Context: an optimization exercise on an open-source flow, tuned for small area, a short achievable clock period and few clock cycles. The choices shown serve that exercise and are no tape-out recipe. At most, simulation tests tie the RTL to the original design; equivalence was not proved. The flow treats the clock pin as an ideal source. Dropping or thinning the clock tree relies on that and would not hold on a real chip. Power is estimated from default activity; no workload was simulated.

==> flow/design.v (excerpt) <==
module sbi_monitor (
    input  wire         clk,
    input  wire         rst,
    input  wire         svc_start,
    output wire         svc_ready,
    output wire         svc_done,
    output wire         svc_pending,
    output wire         svc_err,
    output wire         mem_req,
    output wire         mem_we,
    output wire         mem_batch,
    output wire [3:0]   mem_word,
    output wire [31:0]  mem_wdata,
    input  wire         mem_ack,
    input  wire         mem_ok,
    input  wire [255:0] mem_rdata,
    output wire         fatal,
    output wire         rst_req_valid,
    output wire [31:0]  rst_req_type,
    output wire [31:0]  rst_req_reason,
    output wire         ev_valid,
    output wire [1:0]   ev_kind,
    output wire [4:0]   ev_len,
    output wire [127:0] ev_line
);
    localparam [31:0] EID_CONSOLE = 32'h0000_0001;
    localparam [31:0] EID_BASE    = 32'h0000_0010;
    localparam [31:0] EID_SRST    = 32'h5352_5354;
    localparam [7:0]  NEWLINE     = 8'h0A;
    reg s_poll, s_read, s_werr, s_wval, s_clr, s_done;
    reg req_q, we_q, w0_q, w3_q, rdy_q;
    reg [1:0] retry;
    reg fatal_q, pend_q, err_q;
    reg c_putc;        
    reg c_nl;          
    reg c_rst;         
    reg c_f1;          
    reg c_v24;         
    reg c_f2;          
    reg c_lsb;         
    reg [7:0]  c_chr;  
    reg [63:0] stg;    
    reg wd_e;          
    reg wd_f1;         
    reg wd_24;         
    reg [7:0] wd_lo;   
  ...
Size: about 510 I/O pins.
clock: 10.0 ns
lec_check: 0
cap_margin: 20
core_margin: 2
core_utilization: 40
slew_margin: 20
standard.sh (not shown) runs the stock make flow with config.mk's settings and CLKGATE_MAP_FILE= SYNTH_SCRIPT=/design/flow/synth_recipe.tcl, a recipe that flattens the netlist after the stock synthesis.
==> flow/flow/run.sh <==
#!/bin/bash
# Standard layout, with the smallest buffer on every port.
set -euo pipefail
bash standard.sh "BUFFER_PORTS_ARGS=-buffer_cell sky130_fd_sc_hd__buf_1" finish > standard.log 2>&1
Rerun with:
==> flow/run.sh (new file) <==
#!/bin/bash
# synth_recipe.tcl (not shown) runs the flow's synth.tcl, then flattens the netlist and writes it again
# the make line also repeats each setting of config.mk as NAME=value (left out here)
make -C /OpenROAD-flow-scripts/flow DESIGN_CONFIG=/design/flow/config.mk WORK_HOME=/design/flow/orfs CLKGATE_MAP_FILE= SYNTH_SCRIPT=/design/flow/synth_recipe.tcl finish
removed: flow/flow/run.sh
removed: flow/standard.sh
After rerunning:
- core utilization goes up by 8.6 points
- first-iteration DRC count goes down by 15%
- power goes up by 7.2%
- design area goes up by 18%
- maximum frequency goes down by 8.1%
- setup slack is worse by 0.32 ns
- critical path depth stays the same
- via count goes down by 0.78%
- count of clock-buffer cells in the layout goes up by 9
No run of this note included a check of the RTL's function; only the layout flow was run.


job 2308:
sbi_monitor, a different RTL version from the one above (not shown whole).
Size in the first run: about 690 cells after synthesis, ~310 flip-flops, roughly 510 I/O pins.
Design sbi_monitor, start of the top module:
module sbi_monitor (
    input  wire         clk,
    input  wire         rst,
    input  wire         svc_start,
    output wire         svc_ready,
    output wire         svc_done,
    output wire         svc_pending,
    output wire         svc_err,
    output wire         mem_req,
    output wire         mem_we,
    output wire         mem_batch,
    output wire [3:0]   mem_word,
    output wire [31:0]  mem_wdata,
    input  wire         mem_ack,
    input  wire         mem_ok,
    input  wire [255:0] mem_rdata,
    output wire         fatal,
    output wire         rst_req_valid,
    output wire [31:0]  rst_req_type,
    output wire [31:0]  rst_req_reason,
    output wire         ev_valid,
    output wire [1:0]   ev_kind,
    output wire [4:0]   ev_len,
    output wire [127:0] ev_line
);
clock: 10.0 ns
lec_check: 0
abc_clock_period_in_ps: 2000
cap_margin: 20
core_margin: 2
core_utilization: 40
slew_margin: 20
==> flow/flow/run.sh <==
#!/bin/bash
# Standard layout, with the smallest buffer on every port, port buffers kept
# as they are, and timing repair aiming at 7 ns of setup slack.
set -euo pipefail
F=$(pwd)/flow
bash standard.sh "BUFFER_PORTS_ARGS=-buffer_cell sky130_fd_sc_hd__buf_1" SETUP_SLACK_MARGIN=7 \
  PRE_CTS_TCL=$F/keep_ports.tcl PRE_GLOBAL_ROUTE_TCL=$F/keep_ports.tcl finish > standard.log 2>&1
==> flow/flow/keep_ports.tcl <==
# Keep the port buffers as placed: timing repair may not resize or move them.
foreach inst [get_cells -quiet {input* output*}] {
  set_dont_touch $inst
}
puts "dont_touch on [llength [get_cells -quiet {input* output*}]] port buffers"
The flow ended early for job 2308: it failed with a tool error in clock tree synthesis (4_1_cts).
Testbench counts of job 2308, summed over its fixed seeds: cycles 6,880.
What job 7145 does differently from job 2308 at the input level:
==> flow/flow/run.sh <==
#!/bin/bash
# Standard layout, with the smallest buffer on every port, and timing repair
# aiming at 6.8 ns of setup slack.
set -euo pipefail
bash standard.sh "BUFFER_PORTS_ARGS=-buffer_cell sky130_fd_sc_hd__buf_1" SETUP_SLACK_MARGIN=6.8 finish > standard.log 2>&1
removed: flow/flow/keep_ports.tcl
- Job 7145: done, clean on timing, DRC and antenna
- Area after synthesis across job 7145 and job 2308: no real change.
- Taking job 2308 as the reference, in job 7145 instance count of the mapped netlist now sits at about the same level, detailed placement HPWL now sits higher, average instance area after synthesis now sits at about the same level.
[inputs] job 9843 vs job 7145
- a deleted ABC_CLOCK_PERIOD_IN_PS that had been 2000
==> flow/flow/run.sh <==
#!/bin/bash
# Standard layout, with the smallest buffer on every port, and timing repair
# aiming at 7 ns of setup slack.
set -euo pipefail
bash standard.sh "BUFFER_PORTS_ARGS=-buffer_cell sky130_fd_sc_hd__buf_1" SETUP_SLACK_MARGIN=7 finish > standard.log 2>&1
Results
For DRC violation total after the first TritonRoute iteration, dividing the value from job 7145 by the value from job 9843 gives 0.896.
Cmp job 9843 vs job 7145: wire length of the first global-routing pass higher in job 9843
The leakage power total of job 9843 exceeds that of job 7145 by about 23%.
In summary, job 9843 completed successfully, with a layout that passed the timing, design-rule and antenna checks.
Job 7145 finished all stages; the layout is clean.
Taking job 7145 as the reference, in job 9843 design area increased about 8%, share of the cycle needed by the critical path after routing stayed essentially flat, total power increased about 2.3%.
Looking at job 7145 and job 9843, the final hold slack is a wash.
Modified inputs, job 3056 compared to job 9843
- ABC_CLOCK_PERIOD_IN_PS newly set to 2000
==> flow/flow/run.sh <==
#!/bin/bash
# Standard layout, with the smallest buffer on every port.
set -euo pipefail
bash standard.sh "BUFFER_PORTS_ARGS=-buffer_cell sky130_fd_sc_hd__buf_1" finish > standard.log 2>&1
Notes after the runs:
NOTE total power divided by cell area job 9843->job 3056 increased by a few percent
Job 3056 vs job 9843 — global-route wire length before repair dropped by a few percent
Job 3056 can be clocked slower than job 9843.
Against job 9843, job 3056 comes in 1 lower on number of levels the H-tree was split into.
When job 3056 is set beside job 9843, its total net switching power turns out to be 0.90% smaller.
Job 3056 consumes less power than job 9843 does.
Area taken by flip-flops and latches: lower on job 3056
Diff job 3056 and job 9843: layout overhead on the synthesized area lower in job 3056
Per the comparison of job 3056 with job 9843, detailed-route wire length decreased about 6%, worst voltage drop across the vdd grid decreased about 23%, global routing usage summed across all routing layers decreased 0.98 points.
[inputs] job 882 vs job 3056
- CTS_BUF_LIST now sky130_fd_sc_hd__clkbuf_4 sky130_fd_sc_hd__clkbuf_8, previously not set
==> comparison <==
- Re critical path depth: no difference whatsoever between job 3056 and job 882.
- Job 882 finished every stage and its layout cleared the timing, design-rule and antenna checks.
- Taking job 3056 as the reference, in job 882 worst hold slack comparable, time the final worst path needs with I/O delays and setup comparable.
Changes in job 671 relative to job 882:
- CTS_CLUSTER_DIAMETER: unset -> 80
- CTS_BUF_LIST: sky130_fd_sc_hd__clkbuf_4 sky130_fd_sc_hd__clkbuf_8 -> unset
- CTS_CLUSTER_SIZE: unset -> 30
==> flow/flow/run.sh <==
#!/bin/bash
# Standard layout, with the smallest buffer on every port, and timing repair
# aiming at 6.8 ns of setup slack.
set -euo pipefail
bash standard.sh "BUFFER_PORTS_ARGS=-buffer_cell sky130_fd_sc_hd__buf_1" SETUP_SLACK_MARGIN=6.8 finish > standard.log 2>&1
Notes after the runs:
From job 882 to job 671 the numbers moved as follows: critical path depth went up; total half-perimeter wirelength after legalization and detailed placement went up; buffering overhead went up; internal power contribution went down. Cell area in job 671 is 220 sq um below job 882. Relative to job 882, area overhead of the layout relative to synthesis decreased by 1.9 points in job 671. Compared with job 882, in job 671 part of the power in combinational logic up 0.8 points, count of clock buffers in the final design dropped 51, sequential share of power now larger, first-pass GRT wire length lower.


sierra:
The RTL this note starts from:
==> flow/design.v <==
module sbi_monitor (
    input  wire         clk,
    input  wire         rst,
    input  wire         svc_start,
    output wire         svc_ready,
    output wire         svc_done,
    output wire         svc_pending,
    output wire         svc_err,
    output wire         mem_req,
    output wire         mem_we,
    output wire         mem_batch,
    output wire [3:0]   mem_word,
    output wire [31:0]  mem_wdata,
    input  wire         mem_ack,
    input  wire         mem_ok,
    input  wire [255:0] mem_rdata,
    output wire         fatal,
    output wire         rst_req_valid,
    output wire [31:0]  rst_req_type,
    output wire [31:0]  rst_req_reason,
    output wire         ev_valid,
    output wire [1:0]   ev_kind,
    output wire [4:0]   ev_len,
    output wire [127:0] ev_line
);
    localparam [31:0] EID_CONSOLE = 32'h0000_0001;
    localparam [31:0] EID_BASE    = 32'h0000_0010;
    localparam [31:0] EID_SRST    = 32'h5352_5354;
    localparam [7:0]  NEWLINE     = 8'h0A;
    reg s_poll, s_read, s_werr, s_wval, s_clr, s_done;
    reg req_q, we_q, w0_q, w3_q, rdy_q;
    reg b_q;           
    reg [1:0] retry;
    reg fatal_q, pend_q, err_q;
    reg c_putc;        
    reg c_nl;          
    reg c_rst;         
    reg c_f1;          
    reg c_v24;         
    reg c_f2;          
    reg c_p3;          
    reg c_f6;          
    reg [7:0]  c_chr;  
    reg [63:0] stg;    
    reg wd_e;          
    reg wd_f1;         
    reg wd_24;         
    reg [7:0] wd_lo;   
    reg [127:0] lb;
    reg [4:0]   len;
    reg         w_pend;    
    reg         nl_pend;   
    reg         r_pend;    
    reg         rv_q;
    reg [31:0]  rt_q, rr_q;
    reg         ev_v;
    reg         ev_k0;     
    wire [31:0] r_eid = mem_rdata[31:0];
    wire [31:0] r_fid = mem_rdata[63:32];
    wire [31:0] r_a0  = mem_rdata[95:64];
    wire fid_hi0  = (r_fid[31:3] == 29'd0);
    wire fid0     = fid_hi0 && (r_fid[2:0] == 3'd0);
    wire is_base  = (r_eid == EID_BASE);
    wire d_putc   = (r_eid == EID_CONSOLE) && fid0;
    wire d_rst    = (r_eid == EID_SRST) && fid0;
    wire d_base   = is_base && fid_hi0 && (r_fid[2:0] != 3'd7);
    wire d_uns    = !(d_putc || d_rst || d_base);
    wire bf0      = is_base && fid0;
    wire bf1      = is_base && fid_hi0 && (r_fid[2:0] == 3'd1);
    wire bf2      = is_base && fid_hi0 && (r_fid[2:0] == 3'd2);
    wire bf3      = is_base && fid_hi0 && (r_fid[2:0] == 3'd3);
    wire bf6      = is_base && fid_hi0 && (r_fid[2:0] == 3'd6);
    wire probe    = (r_a0 == EID_BASE) || (r_a0 == EID_CONSOLE) || (r_a0 == EID_SRST);
    wire [7:0] val_lo = ({8{c_putc}} & c_chr) |
                        {5'd0, c_f2, c_f2, c_f2 | c_f6 | c_p3};
    assign svc_ready   = rdy_q;
    assign svc_done    = s_done;
    assign svc_pending = pend_q;
    assign svc_err     = err_q;
    assign mem_req   = req_q;
    assign mem_we    = we_q;
    assign mem_batch = b_q;
    assign mem_word  = {w3_q, 1'b0, s_wval, w0_q};
    assign mem_wdata = {wd_e,  wd_f1, wd_e,  wd_e,  wd_e,  wd_f1, wd_f1, wd_24,
                        wd_e,  wd_f1, wd_e,  wd_e,  wd_e,  wd_f1, wd_e,  wd_e,
                        wd_e,  wd_f1, wd_e,  wd_e,  wd_f1, wd_f1, wd_e,  wd_f1,
                        wd_lo};
    assign fatal          = fatal_q;
    assign rst_req_valid  = rv_q;
    assign rst_req_type   = rt_q;
    assign rst_req_reason = rr_q;
    assign ev_valid = ev_v;
    assign ev_kind  = {fatal_q, ev_k0};
    assign ev_len   = len;
    assign ev_line  = {lb[127:64], stg};
    wire start     = svc_start && rdy_q;
    wire poll_nz   = (mem_rdata[31:0] != 32'd0);
    wire fail      = mem_ack && !mem_ok && req_q;
    wire last_fail = fail && (retry == 2'd3);
    wire commit    = s_clr && mem_ack && mem_ok;
    wire fin       = fail || commit || (s_poll && mem_ack && mem_ok && !poll_nz);
    wire adv_read  = s_poll && mem_ack && mem_ok && poll_nz;
    wire adv_werr  = s_read && mem_ack && mem_ok;
    wire adv_wval  = s_werr && mem_ack && mem_ok;
    wire adv_clr   = s_wval && mem_ack && mem_ok;
    integer k;
    always @(posedge clk) begin
        if (rst) begin
            s_poll  <= 1'b0;
            s_read  <= 1'b0;
            s_werr  <= 1'b0;
            s_wval  <= 1'b0;
            s_clr   <= 1'b0;
            s_done  <= 1'b0;
            req_q   <= 1'b0;
            we_q    <= 1'b0;
            w0_q    <= 1'b0;
            w3_q    <= 1'b0;
            rdy_q   <= 1'b1;
            retry   <= 2'd0;
            fatal_q <= 1'b0;
            rv_q    <= 1'b0;
            ev_v    <= 1'b0;
            w_pend  <= 1'b0;
            nl_pend <= 1'b0;
            r_pend  <= 1'b0;
            len     <= 5'd0;
        end else begin
            s_poll <= start || (s_poll && !mem_ack);
            s_read <= adv_read || (s_read && !mem_ack);
            s_werr <= adv_werr || (s_werr && !mem_ack);
            s_wval <= adv_wval || (s_wval && !mem_ack);
            s_clr  <= adv_clr || (s_clr && !mem_ack);
            s_done <= fin;
            req_q  <= start || (req_q && !fin);
            we_q   <= adv_werr || (we_q && !fin);
            w0_q   <= adv_read || adv_werr || ((s_read || s_werr) && !mem_ack);
            w3_q   <= adv_werr || adv_wval || ((s_werr || s_wval) && !mem_ack);
            if (start) begin
                rdy_q  <= 1'b0;
                pend_q <= 1'b0;
                err_q  <= 1'b0;
            end
            if (fin)
                rdy_q <= !last_fail;
            if (s_poll && mem_ack)
                pend_q <= mem_ok && poll_nz;
            if (fail) begin
                err_q <= 1'b1;
                retry <= retry + 2'd1;
            end else if (fin) begin
                retry <= 2'd0;
            end
            if (last_fail)
                fatal_q <= 1'b1;
            ev_v    <= last_fail || (commit && ((c_putc && (c_nl || len[4])) || c_rst));
            w_pend  <= commit && c_putc && !c_nl;
            nl_pend <= commit && c_putc && c_nl;
            r_pend  <= commit && c_rst;
            if (nl_pend)
                len <= 5'd0;
            else if (w_pend)
                len <= len[4] ? 5'd1 : len + 5'd1;
            if (r_pend)
                rv_q <= 1'b1;
        end
        b_q   <= adv_read || (s_read && !mem_ack);
        ev_k0 <= commit && c_rst;
        wd_e  <= (s_read & d_uns) | (s_werr & !mem_ack & wd_e);
        wd_f1 <= (s_read & d_uns) | (s_werr & (mem_ack ? c_f1 : wd_f1)) |
                 (s_wval & !mem_ack & wd_f1);
        wd_24 <= (s_read & d_uns) | (s_werr & (mem_ack ? c_v24 : wd_24)) |
                 (s_wval & !mem_ack & wd_24);
        wd_lo <= ({8{s_read & d_uns}} & 8'hFE) |
                 ({8{s_werr}} & (mem_ack ? val_lo : wd_lo)) |
                 ({8{s_wval & !mem_ack}} & wd_lo);
        if (s_read) begin
            stg    <= mem_rdata[127:64];
            c_chr  <= r_a0[7:0];
            c_putc <= d_putc;
            c_nl   <= (r_a0[7:0] == NEWLINE);
            c_rst  <= d_rst;
            c_f1   <= bf1;
            c_v24  <= bf0 || bf1;
            c_f2   <= bf2;
            c_p3   <= bf3 && probe;
            c_f6   <= bf6;
        end else if (s_clr && c_putc) begin
            stg <= lb[63:0];
        end
        for (k = 0; k < 16; k = k + 1)
            if (w_pend && len[3:0] == k)
                lb[8*k +: 8] <= c_chr;
        if (r_pend) begin
            rt_q <= stg[31:0];
            rr_q <= stg[63:32];
        end
    end
endmodule
export LEC_CHECK = 0
export ABC_AREA = 1
export CAP_MARGIN = 20
export CORE_MARGIN = 2
export CORE_UTILIZATION = 40
export PLACE_DENSITY = 0.75
export SLEW_MARGIN = 20
create_clock -name core_clock -period 10.0 [get_ports {clk}]
==> flow/flow/run.sh <==
#!/bin/bash
# Standard layout with three changes: the smallest buffer on every port,
# timing repair aiming at 7 ns of setup slack, and a two-level clock tree
# built by flow/clock_tree.tcl in place of TritonCTS's three levels.
set -euo pipefail
bash standard.sh "BUFFER_PORTS_ARGS=-buffer_cell sky130_fd_sc_hd__buf_1" SETUP_SLACK_MARGIN=7.0 \
  PRE_CTS_TCL=$(pwd)/flow/clock_tree.tcl finish > standard.log 2>&1
Other scripts of this flow, unchanged in this note and not shown: flow/flow/clock_tree.tcl
Testbench counts of sierra, summed over its fixed seeds: cycles 6,880.
## Diff of input files: amber against sierra
Settings: PLACE_DENSITY no longer set, was 0.75.
### Flow results
Every stage of the flow completed for amber, and the final layout passed the timing, design-rule and antenna checks. Comparing sierra and amber, sequential share of layout area is lower on amber. Pin count of the biggest net entering global routing delta for amber relative to sierra: about 1.1% lower. As far as xor and xnor area share after synthesis goes, sierra and amber are indistinguishable; the numbers are identical. The worst setup slack after placement in amber sits 0.069 ns above the value recorded for sierra. Net count of the finished layout essentially unchanged between amber and sierra. Wire length of the first global-routing pass was lower in the run labelled sierra. sierra ended up with sky130_fd_sc_hd__dfxtp_1 as its cell type of the slowest stage on the worst timing path; amber ended up with sky130_fd_sc_hd__edfxtp_1. Going from sierra to amber, total power level; final worst slack lost 0.021 ns; total met2 wirelength after detailed routing has decreased; total non-filler cell area in the finished layout comparable.
Setup changes, amber to indigo
==> flow/flow/run.sh <==
#!/bin/bash
# Standard layout with three changes: the smallest buffer on every port,
# timing repair aiming at 7.1 ns of setup slack, and a two-level clock tree
# built by flow/clock_tree.tcl in place of TritonCTS's three levels.
set -euo pipefail
bash standard.sh "BUFFER_PORTS_ARGS=-buffer_cell sky130_fd_sc_hd__buf_1" SETUP_SLACK_MARGIN=7.1 \
  PRE_CTS_TCL=$(pwd)/flow/clock_tree.tcl finish > standard.log 2>&1
--- outcome ---
- indigo vs amber on per-cell via count in the routed design: indigo is the lower one.
- indigo: first-pass GRT wire length is 430 um higher than what amber reported.
- Between indigo and amber, it is indigo whose number of resized instances in the post-cts repair step is higher, by 46.
- In indigo, the proportion of cell area occupied by registers came out 1.8 points below the value in amber.
- No stage failed in indigo, and the final checks on the layout all came back clean.
- Compared with amber, final area in indigo increased by a few percent.
> inputs changed (indigo -> lagoon)
==> flow/flow/run.sh <==
#!/bin/bash
# Standard layout with three changes: the smallest buffer on every port,
# timing repair aiming at 6.9 ns of setup slack, and a two-level clock tree
# built by flow/clock_tree.tcl in place of TritonCTS's three levels.
set -euo pipefail
bash standard.sh "BUFFER_PORTS_ARGS=-buffer_cell sky130_fd_sc_hd__buf_1" SETUP_SLACK_MARGIN=6.9 \
  PRE_CTS_TCL=$(pwd)/flow/clock_tree.tcl finish > standard.log 2>&1
Findings:
- Final routed wirelength across all metal layers was higher in indigo than in lagoon.
- Relative to indigo, routed metal-1 wire length has decreased by about 4.5% in lagoon.
- As far as number of placed instances with taps included is concerned, indigo and lagoon perform about the same.
- In terms of count of flip-flops with a built-in enable after synthesis, indigo and lagoon differ only marginally.
- Comparing core occupancy in the finished layout for indigo and lagoon, the bigger number came from indigo.
- Between indigo and lagoon, the maximum fanout encountered on the critical timing path is higher for lagoon.
- When lagoon is measured against indigo, its met2 global-route usage turns out 0.23 points lower.
- Compared with indigo, in lagoon synthesis-to-finish area growth now sits lower; sum of met2 wire segment lengths after detailed routing saw a decrease; final HPWL from detailed placement -about 1.3%.
In every run of this note, the design's own scripts or RTL, not TritonCTS, make the clock network.

==> port drivers added, routing unchanged <==
The results above use ideal ports. As a check the final layouts listed here were re-extracted and re-timed, cells and wires unchanged.
Step 1 (the two cells are an assumption about what drives the block):
set clk [get_ports {clk}]
set_driving_cell -lib_cell sky130_fd_sc_hd__clkbuf_16 $clk
set_driving_cell -lib_cell sky130_fd_sc_hd__buf_2 [delete_from_list [all_inputs] $clk]
Step 2 adds t to the input delays and takes it off the output delays; t is the mean of the earliest and latest rising clock arrival at the registers after step 1. Input paths then give back, and output paths get back, about the clock's delay inside the block.
a / b / c = ideal ports / drivers / drivers and shift; a / b = the first two.
run	t (ns)	setup WS [ns]	latest minus earliest clock arrival (ns)	cell pins on the clock port's net
the first run of note 1	0.595	6.362 / 6.390 / 5.796	0.018 / 0.017	1
the second run of note 1	0.538	6.040 / 6.061 / 5.523	0.020 / 0.020	1
job 7145	0.544	6.806 / 6.759 / 6.404	0.016 / 0.015	1
job 9843	0.534	6.820 / 6.773 / 6.317	0.019 / 0.019	1
job 3056	0.591	6.543 / 6.497 / 6.108	0.017 / 0.016	1
job 882	0.597	6.543 / 6.502 / 6.063	0.034 / 0.034	1
job 671	0.538	6.800 / 6.755 / 6.416	0.015 / 0.015	1
sierra	0.406	7.052 / 6.955 / 6.716	0.021 / 0.020	4
amber	0.400	7.032 / 6.944 / 6.746	0.019 / 0.019	4
indigo	0.393	7.040 / 6.955 / 6.695	0.018 / 0.018	4
lagoon	0.401	6.997 / 6.909 / 6.676	0.020 / 0.020	4
After both steps every run listed still meets setup and hold. For the first run of note 1, which loses most, drivers alone change the setup slack by +0.028 ns; drivers and shift together by -0.566 ns.
